What follows belongs to an exercise in optimizing a design on an open flow for small area, a short achievable clock period and few clock cycles per item; a production flow would make more cautious choices.
In this exercise RTL edits were held to simulation tests only and were not proved equivalent to the original.
Power is estimated from default activity; no workload was simulated.

==> flow/config.mk <==
export PLATFORM = sky130hd
export DESIGN_NAME = lzdec
export DESIGN_NICKNAME = lzdec
export VERILOG_FILES = /design/flow/design.v
export SDC_FILE = /design/flow/constraint.sdc
export NUM_CORES = 4
export LEC_CHECK = 0
export ABC_CLOCK_PERIOD_IN_PS = 3000
export CAP_MARGIN = 0
export CORE_MARGIN = 2
export CORE_UTILIZATION = 50
export SETUP_SLACK_MARGIN = 2.0
export SLEW_MARGIN = 0
==> flow/design.v <==
module lzdec (
    input  wire        clk,
    input  wire        rst,             
    input  wire        cmd_valid,
    output wire        cmd_ready,
    input  wire        cmd_kind,        
    input  wire        cmd_len_known,
    input  wire        cmd_cap_en,
    input  wire [15:0] cmd_src_len,
    input  wire [31:0] cmd_skip,
    input  wire [31:0] cmd_take,
    input  wire [31:0] cmd_max_out,
    input  wire [7:0]  cmd_fill,
    input  wire        in_valid,
    input  wire [7:0]  in_data,
    output wire        in_ready,
    output wire        out_valid,
    output wire [7:0]  out_data,
    input  wire        out_ready,
    output wire        done,
    output wire [2:0]  err,
    output wire        win_we,
    output wire [11:0] win_waddr,
    output wire [7:0]  win_wdata,
    output wire [11:0] win_raddr,
    input  wire [7:0]  win_rdata
);
    localparam [2:0] E_NONE  = 3'd0,
                     E_TRUNC = 3'd1,
                     E_RANGE = 3'd3,
                     E_OVF   = 3'd4;
    localparam [3:0] P_IDLE  = 4'd0,
                     P_FIRST = 4'd1,    
                     P_TOK   = 4'd2,    
                     P_P1    = 4'd3,    
                     P_P2    = 4'd4,    
                     P_SHORT = 4'd5,    
                     P_GAM   = 4'd6,    
                     P_GC    = 4'd7,    
                     P_LM1   = 4'd8,    
                     P_END   = 4'd9;    
    localparam [1:0] G_SEL  = 2'd0,     
                     G_REPN = 2'd1,     
                     G_FARN = 2'd2;     
    reg         run;
    reg         fin;
    reg  [2:0]  err_r;
    reg         kind;
    reg         len_known;
    reg         cap_en;
    reg  [7:0]  fill;
    reg  [15:0] src_rem;
    reg         src_z;
    reg  [31:0] skip_rem;
    reg         skip_nz;
    reg  [31:0] take_rem;
    reg         take_one;
    reg  [31:0] cap_rem;
    reg         cap_z;
    reg  [3:0]  ps;
    reg  [7:0]  acc;           
    reg  [7:0]  q0, q1, q2;    
    reg  [1:0]  qn;            
    reg  [3:0]  bcnt;          
    reg         lwm;
    reg  [12:0] last_off;      
    reg  [31:0] g;             
    reg  [1:0]  gsel;
    reg         gbig;          
    reg         lo_set;        
    reg         far_bad;       
    reg         far_a1;        
    reg         far_a2;        
    reg         c_act;
    reg         c_last;
    reg         c_byp;
    reg         c_off;         
    reg  [32:0] c_n;
    reg  [12:0] c_d;           
    reg         w_valid;
    reg         w_ram;         
    reg  [7:0]  w_byte;        
    reg  [11:0] ni;            
    reg         full;          
    wire       cap_blk = cap_en && cap_z;
    wire       w_prod  = run && w_valid && !cap_blk && (skip_nz || out_ready);
    wire       w_acc   = !w_valid || w_prod;
    wire [7:0] w_val   = w_ram ? win_rdata : w_byte;
    wire       take_end = w_prod && !skip_nz && len_known && take_one;
    wire       ovf      = run && w_valid && cap_blk;
    assign out_valid = run && w_valid && !cap_blk && !skip_nz;
    assign out_data  = w_val;
    assign win_we    = w_prod;
    assign win_waddr = ni - 12'd1;     
    assign win_wdata = w_val;
    assign cmd_ready = !run;
    assign done      = fin;
    assign err       = err_r;
    wire r2w    = c_act && w_acc;
    wire lit_ok = !c_act && w_acc;
    wire cpy_ok = !c_act || (c_last && w_acc);
    wire       have_acc = (bcnt != 4'd0);
    wire [7:0] q0_rev   = {q0[0], q0[1], q0[2], q0[3], q0[4], q0[5], q0[6], q0[7]};
    wire [7:0] ca       = have_acc ? acc : (kind ? q0 : q0_rev);
    wire [3:0] cn       = have_acc ? bcnt : 4'd8;
    wire       st_bits  = (ps == P_TOK) || (ps == P_P1) || (ps == P_P2) ||
                          (ps == P_SHORT) || (ps == P_GAM) || (ps == P_GC);
    wire       cq       = st_bits && !have_acc;       
    wire [7:0] db       = cq ? q1 : q0;
    wire       db_av    = cq ? (qn >= 2'd2) : (qn != 2'd0);
    wire [31:0] gv      = {g[30:0], ca[7]};
    reg  [3:0]  ps_n;
    reg  [31:0] g_n;
    reg  [1:0]  gsel_n;
    reg         gbig_n;
    reg         lo_set_n;
    reg         far_bad_n;
    reg         far_a1_n;
    reg         far_a2_n;
    reg         gvbig;         
    reg         gv2;           
    reg  [4:0]  fh;            
    reg  [12:0] fdist;
    reg         lwm_n;
    reg  [12:0] lo_n;
    reg  [2:0]  k;             
    reg         nbits;         
    reg         brd;           
    reg         bok;           
    reg         e_lit;         
    reg         e_cpy;         
    reg         e_cpyv;        
    reg         e_n1, e_n2, e_fast, e_end;
    reg  [7:0]  e_litv;
    reg  [12:0] e_d;
    reg  [32:0] e_n;
    reg  [2:0]  e_err;
    reg         cbit;
    reg  [31:0] gval;
    reg  [3:0]  dd;
    reg         sdone;
    reg         two;           
    reg         to_sn;         
    reg         sn_bit;
    reg         near_do;       
    reg         dbl;           
    wire [12:0] pd = last_off;
    always @(*) begin
        ps_n    = ps;
        g_n     = g;
        gsel_n  = gsel;
        gbig_n  = gbig;
        lo_set_n = lo_set;
        far_bad_n = far_bad;
        far_a1_n = far_a1;
        far_a2_n = far_a2;
        gvbig   = gbig || g[4];
        gv2     = 1'b0;
        fh      = 5'd0;
        fdist   = 13'd0;
        lwm_n   = lwm;
        lo_n    = last_off;
        k       = 3'd0;
        nbits   = 1'b0;
        brd     = 1'b0;
        bok     = 1'b1;
        e_lit   = 1'b0;
        e_cpy   = 1'b0;
        e_cpyv  = 1'b0;
        e_n1    = 1'b0;
        e_n2    = 1'b0;
        e_fast  = 1'b0;
        e_end   = 1'b0;
        e_litv  = db;
        e_d     = pd;
        e_n     = 33'd0;
        e_err   = len_known ? E_TRUNC : E_NONE;
        cbit    = 1'b0;
        gval    = gv;
        dd      = 4'd0;
        sdone   = 1'b0;
        two     = 1'b0;
        to_sn   = 1'b0;
        sn_bit  = 1'b0;
        near_do = 1'b0;
        dbl     = 1'b0;
        case (ps)
        P_FIRST: begin
            brd   = 1'b1;
            bok   = lit_ok;
            e_lit = 1'b1;
            lwm_n = 1'b0;
            ps_n  = P_TOK;
        end
        P_TOK: begin
            nbits = 1'b1;
            if (!kind) begin
                k   = 3'd1;
                brd = 1'b1;
                if (ca[7]) begin
                    bok   = lit_ok;
                    e_lit = 1'b1;
                end else begin
                    lo_n[7:0] = db;
                    ps_n      = P_LM1;
                    if (have_acc && qn >= 2'd2 && cpy_ok) begin
                        dbl   = 1'b1;
                        e_cpy = 1'b1;
                        e_fast = 1'b1;
                        e_d   = {1'b0, q1[7:4], q0};
                        e_n   = {29'd0, q1[3:0]} + 33'd3;
                        ps_n  = P_TOK;
                        if ({q1[7:4], q0} == 12'd0) begin
                            e_end = 1'b1;
                            e_err = E_RANGE;
                        end else begin
                            e_cpyv = 1'b1;
                        end
                    end
                end
            end else if (!ca[7]) begin
                k     = 3'd1;
                brd   = 1'b1;
                bok   = lit_ok;
                e_lit = 1'b1;
                lwm_n = 1'b0;
            end else if (cn == 4'd1) begin
                k    = 3'd1;
                ps_n = P_P1;
            end else if (!ca[6]) begin
                k      = 3'd2;
                g_n    = 32'd1;
                gbig_n = 1'b0;
                gsel_n = G_SEL;
                ps_n   = P_GAM;
            end else if (cn == 4'd2) begin
                k    = 3'd2;
                ps_n = P_P2;
            end else begin
                k      = 3'd3;
                to_sn  = 1'b1;
                sn_bit = ca[5];
            end
        end
        P_P1: begin
            nbits = 1'b1;
            if (!ca[7]) begin
                k      = 3'd1;
                g_n    = 32'd1;
                gbig_n = 1'b0;
                gsel_n = G_SEL;
                ps_n   = P_GAM;
            end else if (cn == 4'd1) begin
                k    = 3'd1;
                ps_n = P_P2;
            end else begin
                k      = 3'd2;
                to_sn  = 1'b1;
                sn_bit = ca[6];
            end
        end
        P_P2: begin
            nbits  = 1'b1;
            k      = 3'd1;
            to_sn  = 1'b1;
            sn_bit = ca[7];
        end
        P_SHORT: begin
            nbits = 1'b1;
            if (g[3:0] == 4'd1 && cn >= 4'd4) begin
                k     = 3'd4;
                dd    = ca[7:4];
                sdone = 1'b1;
            end else begin
                k     = 3'd1;
                g_n   = gv;
                gbig_n = gbig || g[4];
                dd    = gv[3:0];
                sdone = g[3];
            end
            if (sdone) begin
                lwm_n = 1'b0;
                ps_n  = P_TOK;
                if (dd == 4'd0) begin
                    e_lit  = 1'b1;
                    e_litv = 8'h00;
                end else begin
                    e_cpy  = 1'b1;
                    e_cpyv = 1'b1;
                    e_d    = {9'd0, dd};
                    e_n    = 33'd1;
                    e_n1   = 1'b1;
                end
            end
        end
        P_GAM, P_GC: begin
            nbits = 1'b1;
            if (ps == P_GAM && cn == 4'd1) begin
                k    = 3'd1;
                g_n  = gv;
                gbig_n = gbig || g[4];
                ps_n = P_GC;
            end else begin
                cbit = (ps == P_GAM) ? ca[6] : ca[7];
                gval = (ps == P_GAM) ? gv : g;
                gvbig = (ps == P_GAM) ? (gbig || g[4]) : gbig;
                two  = (ps == P_GAM) && cn >= 4'd4 && ca[6] && !gv[31];
                if (two) begin
                    k    = 3'd4;
                    cbit = ca[4];
                    gval = {gv[30:0], ca[5]};
                    gvbig = gbig || g[4] || g[3];
                end else begin
                    k    = (ps == P_GAM) ? 3'd2 : 3'd1;
                end
                gv2 = !gvbig && gval[4:0] == 5'd2;
                if (cbit) begin
                    if (gval[31]) begin
                        e_end = 1'b1;
                        e_err = E_RANGE;
                    end else begin
                        g_n  = gval;
                        gbig_n = gvbig;
                        ps_n = P_GAM;
                    end
                end else begin
                    case (gsel)
                    G_SEL: begin
                        if (!lwm && gv2) begin
                            g_n    = 32'd1;
                            gbig_n = 1'b0;
                            gsel_n = G_REPN;
                            ps_n   = P_GAM;
                        end else begin
                            brd        = 1'b1;
                            fh         = gval[4:0] - (lwm ? 5'd2 : 5'd3);
                            fdist      = {fh, db};
                            lo_n       = fdist;
                            lo_set_n   = 1'b1;
                            far_bad_n  = gvbig || gval[4:0] > (lwm ? 5'd18 : 5'd19) ||
                                         fdist == 13'd0 || fdist > 13'd4096;
                            far_a1_n   = fdist >= 13'd1280;
                            far_a2_n   = fdist < 13'd128;
                            g_n        = 32'd1;
                            gbig_n     = 1'b0;
                            gsel_n     = G_FARN;
                            ps_n       = P_GAM;
                        end
                    end
                    G_REPN: begin
                        if (!lo_set) begin
                            e_end = 1'b1;
                            e_err = E_RANGE;
                        end else begin
                            e_cpy  = 1'b1;
                            e_cpyv = 1'b1;
                            e_fast = 1'b1;
                            e_d    = last_off;
                            e_n    = {1'b0, gval};
                            e_n2   = gv2;
                            lwm_n  = 1'b1;
                            ps_n   = P_TOK;
                        end
                    end
                    default: begin
                        if (far_bad) begin
                            e_end = 1'b1;
                            e_err = E_RANGE;
                        end else begin
                            e_cpy  = 1'b1;
                            e_cpyv = 1'b1;
                            e_fast = 1'b1;
                            e_n2   = gv2 && !far_a1 && !far_a2;
                            e_d    = pd;
                            e_n    = {1'b0, gval} + {31'd0, far_a2, far_a1};
                            lwm_n  = 1'b1;
                            ps_n   = P_TOK;
                        end
                    end
                    endcase
                end
            end
        end
        P_LM1: begin
            brd   = 1'b1;
            bok   = cpy_ok;
            e_cpy = 1'b1;
            e_fast = 1'b1;
            e_d   = {1'b0, db[7:4], pd[7:0]};
            e_n   = {29'd0, db[3:0]} + 33'd3;
            ps_n  = P_TOK;
            if ({db[7:4], pd[7:0]} == 12'd0) begin
                e_end = 1'b1;
                e_err = E_RANGE;
            end else begin
                e_cpyv = 1'b1;
            end
        end
        default: ;
        endcase
        if (to_sn) begin
            g_n = 32'd1;
            gbig_n = 1'b0;
            if (sn_bit)
                ps_n = P_SHORT;
            else
                near_do = 1'b1;
        end
        if (near_do) begin
            brd   = 1'b1;
            bok   = cpy_ok;
            e_cpy = 1'b1;
            e_d   = {6'd0, db[7:1]};
            e_n   = db[0] ? 33'd3 : 33'd2;
            lo_n  = {6'd0, db[7:1]};
            lo_set_n = 1'b1;
            lwm_n = 1'b1;
            ps_n  = P_TOK;
            if (db[7:1] == 7'd0)
                e_end = 1'b1;
            else
                e_cpyv = 1'b1;
        end
        if (e_end)
            ps_n = P_END;
    end
    wire stepping = run && (ps != P_IDLE) && (ps != P_END);
    wire bits_ok  = !nbits || have_acc || (qn != 2'd0);
    wire vref     = stepping && nbits && !have_acc && (qn != 2'd0);   
    wire emit_ok  = e_lit ? lit_ok : (e_cpy ? cpy_ok : 1'b1);
    wire ok_emit  = brd ? bok : emit_ok;
    wire eoi = stepping && src_z &&
               ((nbits && !have_acc && qn == 2'd0) || (brd && bits_ok && !db_av));
    wire commit = stepping && bits_ok && ok_emit && (!brd || db_av);
    assign in_ready = stepping && !src_z && (qn != 2'd3);
    wire byte_take  = in_ready && in_valid;
    wire [1:0] q_used = {1'b0, vref} + {1'b0, commit && brd} + {1'b0, commit && dbl};
    wire [1:0] q_rem  = qn - q_used;
    wire lit_go  = commit && e_lit;
    wire r_load  = commit && e_cpy;    
    wire cpy_go  = commit && e_cpyv;   
    wire fast_go = commit && e_fast && e_cpyv && !c_act && w_acc;
    wire ent_r   = r2w || fast_go;     
    wire [12:0] dsel  = c_act ? c_d : last_off;
    wire [13:0] rsrc  = {1'b0, full, ni} - {1'b0, dsel};
    wire [11:0] ld    = (ps == P_LM1) ? {q0[7:4], last_off[7:0]} : {q1[7:4], q0};
    wire [13:0] lx    = {1'b0, full, ni} - {2'd0, ld};
    wire        lzf   = !c_act && !kind;
    wire        rneg  = lzf ? lx[13] : rsrc[13];   
    wire        rbyp  = c_act ? c_byp :
                        (kind ? (last_off == 13'd1) : (ld == 12'd1));
    assign win_raddr = lzf ? lx[11:0] : rsrc[11:0];
    always @(posedge clk) begin
        if (rst) begin
            run     <= 1'b0;
            fin     <= 1'b0;
            err_r   <= E_NONE;
            ps      <= P_IDLE;
            c_act   <= 1'b0;
            w_valid <= 1'b0;
        end else if (!run) begin
            fin <= 1'b0;
            if (cmd_valid) begin
                kind      <= cmd_kind;
                len_known <= cmd_len_known;
                cap_en    <= cmd_cap_en;
                fill      <= cmd_fill;
                src_rem   <= cmd_src_len;
                src_z     <= (cmd_src_len == 16'd0);
                skip_rem  <= cmd_skip;
                skip_nz   <= (cmd_skip != 32'd0);
                take_rem  <= cmd_take;
                take_one  <= (cmd_take == 32'd1);
                cap_rem   <= cmd_max_out;
                cap_z     <= (cmd_max_out == 32'd0);
                acc       <= 8'd0;
                bcnt      <= 4'd0;
                qn        <= 2'd0;
                lwm       <= 1'b0;
                last_off  <= 13'd0;
                lo_set    <= 1'b0;
                ni        <= 12'd0;
                full      <= 1'b0;
                c_act     <= 1'b0;
                w_valid   <= 1'b0;
                err_r     <= E_NONE;
                if (cmd_len_known && cmd_take == 32'd0) begin
                    fin <= 1'b1;
                    ps  <= P_IDLE;
                end else begin
                    run <= 1'b1;
                    ps  <= cmd_kind ? P_FIRST : P_TOK;
                end
            end
        end else begin
            if (byte_take) begin
                src_rem <= src_rem - 16'd1;
                src_z   <= (src_rem == 16'd1);
            end
            qn <= q_rem + {1'b0, byte_take};
            case (q_used)
            2'd0: ;
            2'd1: begin q0 <= q1; q1 <= q2; end
            default: q0 <= q2;
            endcase
            if (byte_take) begin
                case (q_rem)
                2'd0: q0 <= in_data;
                2'd1: q1 <= in_data;
                default: q2 <= in_data;
                endcase
            end
            if (eoi) begin
                err_r <= len_known ? E_TRUNC : E_NONE;
                ps    <= P_END;
            end else if (vref && !commit) begin
                acc  <= ca;
                bcnt <= 4'd8;
            end else if (commit) begin
                if (nbits) begin
                    acc  <= ca << k;
                    bcnt <= cn - {1'b0, k};
                end
                ps       <= ps_n;
                g        <= g_n;
                gsel     <= gsel_n;
                gbig     <= gbig_n;
                lo_set   <= lo_set_n;
                far_bad  <= far_bad_n;
                far_a1   <= far_a1_n;
                far_a2   <= far_a2_n;
                lwm      <= lwm_n;
                last_off <= lo_n;
                if (e_end)
                    err_r <= e_err;
            end
            if (r_load) begin
                c_n    <= e_n;
                c_last <= fast_go ? e_n2 : e_n1;
                c_off  <= fast_go;
                c_byp  <= (e_d == 13'd1);
                c_d    <= e_d;
            end else if (r2w) begin
                c_n    <= c_n - 33'd1;
                c_last <= (c_n == {31'd0, 1'b1, c_off});
            end
            if (cpy_go)
                c_act <= !(fast_go && e_n1);
            else if (r2w && c_last)
                c_act <= 1'b0;
            if (ent_r || lit_go) begin
                w_valid <= 1'b1;
                ni      <= ni + 12'd1;
                if (ni == 12'hfff)
                    full <= 1'b1;
            end else if (w_prod) begin
                w_valid <= 1'b0;
            end
            w_ram <= ent_r && !rneg && !rbyp;
            if (lit_go)
                w_byte <= e_litv;
            else if (ent_r && rneg)
                w_byte <= fill;
            else
                w_byte <= w_val;
            if (w_prod) begin
                cap_rem <= cap_rem - 32'd1;
                cap_z   <= (cap_rem == 32'd1);
                if (skip_nz) begin
                    skip_rem <= skip_rem - 32'd1;
                    skip_nz  <= (skip_rem != 32'd1);
                end else if (len_known) begin
                    take_rem <= take_rem - 32'd1;
                    take_one <= (take_rem == 32'd2);
                end
            end
            if (take_end) begin
                run   <= 1'b0;
                fin   <= 1'b1;
                err_r <= E_NONE;
            end else if (ovf) begin
                run   <= 1'b0;
                fin   <= 1'b1;
                err_r <= E_OVF;
            end else if (ps == P_END && !c_act && !w_valid) begin
                run <= 1'b0;
                fin <= 1'b1;
            end
        end
    end
endmodule
==> flow/standard.sh <==
#!/bin/bash
# synth_recipe.tcl (not shown) runs the flow's synth.tcl, then flattens the netlist and writes it again
# the make line also repeats each setting of config.mk as NAME=value (left out here)
make -C /OpenROAD-flow-scripts/flow DESIGN_CONFIG=/design/flow/config.mk WORK_HOME=/design/flow/orfs CLKGATE_MAP_FILE= SYNTH_SCRIPT=/design/flow/synth_recipe.tcl "${@:-finish}"
==> flow/constraint.sdc <==
create_clock -name core_clock -period 6.0 [get_ports {clk}]
set_input_delay 1.2000 -clock core_clock [delete_from_list [all_inputs] [get_ports {clk}]]
set_output_delay 1.2000 -clock core_clock [all_outputs]
set_load 0.01 [all_outputs]
==> flow/flow/run.sh <==
#!/bin/bash
# The standard layout, with the port buffers that buffer_ports inserts made of
# plain buffers (buf_2) instead of the delay-buffer cell it picks by default.
set -euo pipefail
export BUFFER_PORTS_ARGS="-buffer_cell sky130_fd_sc_hd__buf_2"
bash standard.sh > standard_flow.log 2>&1
==> results.py, run 1 <==
metrics = {
    "grt": {
        "antenna_found_initial": 3,
        "grt_pass1_vias": 19140,
        "grt_usage_pct": 29.8,
        "grt-ovfl-total": 0,
        "grt_max_degree": 100,
        "grt_pass1_wl_um": 105000,
    },
    "finish": {
        "syn_to_final_growth_pct": 27.9,
        "regArea_um2": 8910,
        "fillerInstances": 3518,
        "drive_above_1_share_pct": 25.8,
        "final_cells": 3250,
        "nets": 2880,
        "final_util_pct": 64.8,
        "multi_input_area_um2": 13000,
    },
    "logic_synthesis": {
        "postSynthAreaPerCell_um2": 9.01,
        "synthTopCellsByArea": "edfxtp_1 (41%), nor2_1 (5.2%), xnor2_1 (4.9%), a21oi_1 (4.8%), nand2_1 (3.9%)",
        "yosysMostFrequentCell": "nor2_1",
        "synth_top_cell_by_area": "edfxtp_1",
        "synth_edf_count": 289,
        "async_flop_share_pct": 0,
        "synthCells": 2366,
        "synthesis.nets": 2564,
        "synth_top_area_share_pct": 40.7,
        "synth_cell_types": 93,
        "synth_area_um2": 21300,
        "ys_top_cells_by_count": "nor2_1 (293), edfxtp_1 (289), nand2_1 (221)",
        "yosys_most_used_dff": "edfxtp_1",
        "ys_seq_area_share_pct": 41.8,
        "yosys_warnings": 1,
        "yosys_register_bits": 300,
    },
    "critical_path": {
        "max_stage_delay_ns": 0.42,
        "setup.worst_path.end_class": "flop",
        "worstPathRequired_ns": 6.28,
        "crit_type": "reg2reg",
        "path_max_fanout": 7,
        "r2r-start": "bcnt[0]",
        "crit_top_cell": "buf_6",
        "crit_chain": "buf_6, o41ai_4, a21boi_4, buf_6, nor3_4, or3_1, buf_6, a221o_1, a311o_1, a32oi_4, and2_4, fa_1, buf_6, ha_4, xor2_4, xnor2_4, buf_4, buf_6, xor2_1, nor2_1",
        "crit_path_start_kind": "flop",
        "r2r_cells": 20,
        "r2r-end": "qn[1]",
        "r2r_slack_ns": 0.95,
        "slowest_stage": "edfxtp_1",
        "arrival_ns": 5.33,
    },
    "detailed_routing": {
        "drt_pre_antenna_iters": 5,
        "wire_per_inst_um": 21.3,
        "viasPerCell": 6.23,
        "wl_um": 69300,
        "vias": 20255,
        "drt_iter0_markers": 2203,
        "drc": 0,
        "ant_nets": 0,
    },
    "sta": {
        "finalCritPeriodShare_pct": 84.2,
        "drv_slew": 0,
        "fmax_mhz": 198,
        "period_needed_ns": 5.05,
        "setup_viol": 0,
        "finalHoldViolations": 0,
        "worst_slew_pin_slew_ns": 1.17,
        "slew_headroom_pct": 22.0,
        "rsz0062_at_grt": "yes",
        "clock_skew_ns": 0.0195,
        "setup_tns_ns": 0,
        "layout_setup_ws_ns": 0.950,
    },
    "cts": {
        "cts-htree-levels": 2,
        "cts-root-buf": "clkbuf_16",
        "cts_buffers": 37,
        "cts_tree": "built",
        "clk-insertion-delay-late_ns": 0.56,
        "clkTransAtPathRegs_ns": 0.06,
        "hold_buffers": 0,
        "clockBufferDepth": 3,
        "cts_sinks": 300,
    },
    "die": {
        "fp.dieH_um": 210,
        "rows": 75,
        "boundaryPins": 192,
        "start_util_pct": 50.7,
        "die_x_um": 210,
        "dieArea_um2": 44300,
        "design.core.area_um2": 42000,
    },
    "place": {
        "place_congestion": 0.955,
        "hpwl_um": 46500,
        "place_inst": 3015,
        "portBuffers": 191,
        "post-place-ws_ns": 0.383,
    },
    "power": {
        "leakage_nw": 9.84,
        "power.density_nw_per_um2": 220,
        "p_total_mw": 5.99,
        "peakVddDrop_uv": 226,
    },
    "min_path": {
        "hold_class": "reg2reg",
        "min-delay-start": "err_r[2]",
        "holdPathEnd": "err_r[2]",
        "hold_path_depth": 2,
    },
    "run_status": {
        "status": "finished clean",
    },
    "run": {
        "maxCapViolCount": 0,
    },
}
==> state kept, by name, summed over array words and instances, names as in the netlist, 3 cells and up <==
register,flops
c_d,13
last_off,13
acc,8
q1,8
skip_rem,32
ps,4
src_rem,16
cap_rem,32
ni,12
err_r,3
g,32
take_rem,32
q2,8
fill,8
c_n,33
w_byte,8
q0,8
bcnt,4
==> cell families after synthesis <==
logic type                 Yosys count  share of synthesized area [%]
buffers and inverters              190                           3.65
muxes                              100                           4.89
and+or+nand+nor                    950                           21.5
DFF                                300                           41.8
xor gates and xnor gates           184                           7.56
AOI/OAI and AO/OA                  588                           17.3
adders and majority gates           54                           3.35
==> where the power goes <==
| group | leakage, nW | internal, mW | total [mW] | switching (mW) |
|---|---|---|---|---|
| Combinational | 6.49 | 0.522 | 1.19 | 0.667 |
| Sequential | 2.76 | 2.41 | 2.51 | 0.0970 |
| Clock | 0.593 | 1.36 | 2.29 | 0.930 |
==> timing repair <==
item | in CTS | in global routing
gates cloned | 9 | 6
setup buffers | 94 | 58
gates resized for setup | 153 | 149
pin swaps | 63 | 65
setup endpoints to repair | 294 | 227
==> layout by cell type (no fill, tap or decap), drive strengths merged, types with 70 or more instances in the layout <==
cell type,count
a21oi,208
buf,397
edfxtp,289
mux2i,70
nand2,224
nor2,294
nor3,95
nor4,80
o21ai,125
xnor2,120
==> how the worst max path moves through the flow <==
stage          startpoint             to  slack (ns)  cells after the start
5_1_grt           bcnt[0]          qn[1]        0.82                     20
6_report          bcnt[0]          qn[1]        0.95                     20
3_5_place_dp      bcnt[0]          q1[2]        0.38                     15
4_1_cts             ps[0]  win_raddr[10]        1.00                     20
2_1_floorplan     bcnt[0]          q1[5]        1.02                     17
3_3_place_gp      bcnt[0]          q1[0]        0.56                     15
==> stage by stage <==
step	hold WS (ns)	cell area (µm²)
4_1_cts	0.487	26000
6_report	0.482	27200
3_3_place_gp	0.473	23000
5_1_grt	0.516	27200
3_5_place_dp	0.476	23000
2_1_floorplan	0.463	21600
==> critical path: cells and delay by family (launching register included) <==
kind | cells | cell delay [ns]
compound gates | 5 | 1.65
buf+inv | 6 | 0.84
simple gates | 4 | 0.67
xor+xnor | 3 | 0.63
fa+ha+maj | 2 | 0.56
flops | 1 | 0.42
==> cell type report <==
| cell class | count | share of cell area (%) |
|---|---|---|
| Multi-Input combinational cell | 1880 | 47.6 |
| Sequential cell | 300 | 32.7 |
| Timing Repair Buffer | 405 | 12.0 |
| Clock buffer | 44 | 3.65 |
| Tap cell | 539 | 2.47 |
| Inverter | 58 | 0.817 |
| Clock inverter | 23 | 0.813 |
| Antenna cell | 1 | 0.00918 |
==> metal layers <==
layer	GRT usage, %	part of all wire, %	vias up
met5	0	0	-
met3	4.95	7.0	172
met2	48.2	47	815
li1	-	-	9516
met4	11.5	3.8	0
met1	40.3	43	9752
Testbench counts, summed over its fixed seeds: cycles 579,693, bytes 529,560.
==> run 2, diff against run 1 <==
==> flow/config.mk (replaced) <==
export PLATFORM = sky130hd
export DESIGN_NAME = lzdec
export DESIGN_NICKNAME = lzdec
export VERILOG_FILES = /design/flow/design.v
export SDC_FILE = /design/flow/constraint.sdc
export NUM_CORES = 4
export LEC_CHECK = 0
export ABC_CLOCK_PERIOD_IN_PS = 3500
export CAP_MARGIN = 0
export CORE_MARGIN = 2
export CORE_UTILIZATION = 60
export SETUP_SLACK_MARGIN = 1.5
export SLEW_MARGIN = 0
==> run 2 against run 1 <==
- register-to-register slack improved by 0.10 ns
- sequential share of layout area rose by 2.2 points
- die area shrank 16%
- synthesized area is the same
- critical endpoint is now win_raddr[10]
- largest power group unchanged
- highest routed layer unchanged
==> results.py, run 2 <==
metrics = {
    "run_status": {
        "status": "finished clean",
    },
    "power": {
        "leakage_nw": 9.07,
        "peakVddDrop_uv": 262,
        "p_total_mw": 5.73,
        "power.density_nw_per_um2": 225,
    },
    "cts": {
        "hold_buffers": 0,
        "clockBufferDepth": 3,
        "cts_buffers": 35,
        "clk-insertion-delay-late_ns": 0.53,
        "cts_sinks": 300,
        "clkTransAtPathRegs_ns": 0.06,
        "cts-root-buf": "clkbuf_16",
        "cts-htree-levels": 2,
        "cts_tree": "built",
    },
    "finish": {
        "largest_register_ff_count": 33,
        "drive_above_1_share_pct": 21.6,
        "final_common_cell": "edfxtp_1",
        "nets": 2802,
        "fin_area_um2": 25500,
        "regMostFlops": "c_n",
        "syn_to_final_growth_pct": 19.7,
        "final_cell_mix": "edfxtp_1 (289), nor2_1 (286), nand2_1 (207)",
        "fillerInstances": 2674,
    },
    "logic_synthesis": {
        "synth_cell_types": 93,
        "synthCells": 2366,
        "yosysMostFrequentCell": "nor2_1",
        "yosys_register_bits": 300,
        "async_flop_share_pct": 0,
        "synth_top_area_share_pct": 40.7,
        "synthTopCellsByArea": "edfxtp_1 (41%), nor2_1 (5.2%), xnor2_1 (4.9%), a21oi_1 (4.8%), nand2_1 (3.9%)",
        "yosys_warnings": 1,
        "synth_top_cell_by_area": "edfxtp_1",
        "postSynthAreaPerCell_um2": 9.01,
        "yosys_most_used_dff": "edfxtp_1",
        "ys_seq_area_share_pct": 41.8,
        "synth_edf_count": 289,
        "synthesis.nets": 2564,
        "ys_top_cells_by_count": "nor2_1 (293), edfxtp_1 (289), nand2_1 (221)",
        "synth_area_um2": 21300,
    },
    "critical_path": {
        "r2r_cells": 18,
        "worstPathRequired_ns": 4.80,
        "r2r-start": "ps[0]",
        "r2r-end": "q0[6]",
        "r2r_slack_ns": 1.05,
        "crit_type": "reg2out",
        "path_max_fanout": 3,
        "arrival_ns": 3.79,
        "setup.worst_path.end_class": "output pin",
        "crit_path_start_kind": "flop",
    },
    "grt": {
        "grt_max_degree": 237,
        "antenna_found_initial": 3,
        "grt_usage_pct": 33.9,
        "grt_pass1_vias": 18690,
        "grt-ovfl-total": 0,
        "grt_pass1_wl_um": 99200,
    },
    "sta": {
        "drv_slew": 0,
        "layout_setup_ws_ns": 1.01,
        "setup_tns_ns": 0,
        "rsz0062_at_grt": "yes",
        "slew_headroom_pct": 24.7,
        "fmax_mhz": 201,
        "finalCritPeriodShare_pct": 83.1,
        "period_needed_ns": 4.99,
        "finalHoldViolations": 0,
        "clock_skew_ns": 0.0121,
        "worst_slew_pin_slew_ns": 1.13,
        "setup_viol": 0,
    },
    "die": {
        "boundaryPins": 192,
        "dieArea_um2": 37000,
        "design.core.area_um2": 35300,
        "rows": 69,
        "fp.dieH_um": 192,
        "die_x_um": 192,
        "start_util_pct": 60.3,
    },
    "min_path": {
        "min-delay-start": "err_r[2]",
        "hold_class": "reg2reg",
        "holdPathEnd": "err_r[2]",
        "hold_path_depth": 2,
    },
    "place": {
        "hpwl_um": 44400,
        "portBuffers": 191,
        "post-place-ws_ns": 0.417,
        "placed_cell_area_um2": 22800,
        "place_congestion": 0.981,
    },
    "detailed_routing": {
        "drc": 0,
        "viasPerCell": 6.47,
        "wire_per_inst_um": 20.9,
        "drt_iter0_markers": 2106,
        "wl_um": 64500,
        "vias": 20015,
        "drt_pre_antenna_iters": 6,
        "ant_nets": 0,
    },
    "run": {
        "maxCapViolCount": 0,
    },
}
run 2: metrics by stage:
step           utilization, %  hold slack [ns]  std cells
4_1_cts                  71.0            0.483       3067
5_1_grt                  72.2            0.515       3092
6_report                 72.2            0.477       3093
3_5_place_dp             64.7            0.475       2935
3_3_place_gp             64.7            0.474       2935
2_1_floorplan               -            0.463       2366
run 2: cell families after synthesis:
family                     count (synthesis)  share of synthesized area, %
and+or+nand+nor                          950                          21.5
AOI/OAI and AO/OA                        588                          17.3
DFF                                      300                          41.8
buffers and inverters                    190                          3.65
xor gates and xnor gates                 184                          7.56
muxes                                    100                          4.89
adders and majority gates                 54                          3.35
run 2: worst max-delay path: stages (launching register included):
cell and delay, ns:
dfxtp_4 0.35, buf_12 0.12, nand2b_4 0.14, nor3_4 0.23, buf_6 0.16, nand2_2 0.07, nand2_4 0.07, ha_4 0.14
inv_2 0.04, fa_2 0.35, a21o_1 0.19, a21oi_2 0.18, o21ai_2 0.08, a21oi_2 0.18, o21bai_1 0.10, a21oi_2 0.16
o21bai_1 0.09, a21oi_2 0.15, mux2i_1 0.27, nor3_2 0.05, buf_2 0.14
run 2: metal layers:
layer / GRT usage, % / vias to the layer above / wire, µm
met4: 12.6 / 0 / 2340
met2: 55.4 / 1023 / 30000
met5: 0 / - / 0
met1: 44.8 / 9491 / 26300
li1: - / 9333 / -
met3: 6.75 / 168 / 5830
run 2: final cells by class:
cell class	instances	area, µm²	area share (%)
antenna	2	5.00	0.0196
multi-input combinational	1877	12400	48.7
timing repair buffer	332	2210	8.68
clock inverter	18	176	0.692
inverter	58	224	0.878
clock buffer	45	986	3.87
sequential	300	8910	34.9
tap	461	577	2.26
run 2: timing repair:
item | in CTS | in global routing
pin swaps | 40 | 31
setup buffers | 66 | 24
hold endpoints to repair | 0 | 0
gates resized for setup | 111 | 59
endpoints found under the setup margin | 180 | 107
cloned | 3 | 0
run 2: power breakdown:
group / leakage [nW] / switching (mW) / total [mW] / internal (mW)
logic: 5.75 / 0.608 / 1.04 / 0.435
registers: 2.76 / 0.0942 / 2.51 / 2.41
clock network: 0.567 / 0.883 / 2.18 / 1.30
run 2: worst max-delay path by stage:
stage	to	slack, ns	start	depth (start not counted)
2_1_floorplan	q1[5]	1.02	bcnt[0]	17
3_3_place_gp	q1[0]	0.58	bcnt[0]	15
3_5_place_dp	q1[4]	0.42	bcnt[1]	17
4_1_cts	win_raddr[10]	1.01	ps[0]	20
5_1_grt	win_raddr[10]	0.87	ps[0]	20
6_report	win_raddr[10]	1.01	ps[0]	20

-- separate check: timing with driven ports --
How much do the figures lean on ideal ports? The routed layouts below were timed once more, with nothing changed but the port constraints.
Step 1 (the two cells are an assumption about what drives the block):
set clk [get_ports {clk}]
set_driving_cell -lib_cell sky130_fd_sc_hd__clkbuf_16 $clk
set_driving_cell -lib_cell sky130_fd_sc_hd__buf_2 [delete_from_list [all_inputs] $clk]
Step 2 moves the port delays by t, midway between the first and last clock arrival at a register: inputs arrive t later, outputs are due t later. That takes back most of the time a late clock gives input paths.
Three values: no drivers, after step 1, after step 2; two values: the first two.
| run | shift t [ns] | setup WS [ns] | worst setup path after step 2 | slew at the worst register clock pin (ns) |
|---|---|---|---|---|
| run 1 | 0.613 | 0.950 / 0.949 / 0.678 | input to register | 0.07 / 0.07 |
| run 2 | 0.577 | 1.013 / 0.957 / 0.782 | input to register | 0.07 / 0.07 |
After both steps setup and hold are still met in every run listed. The setup slack of run 1, which loses most, moves by -0.001 ns with the drivers and by -0.272 ns with both steps.
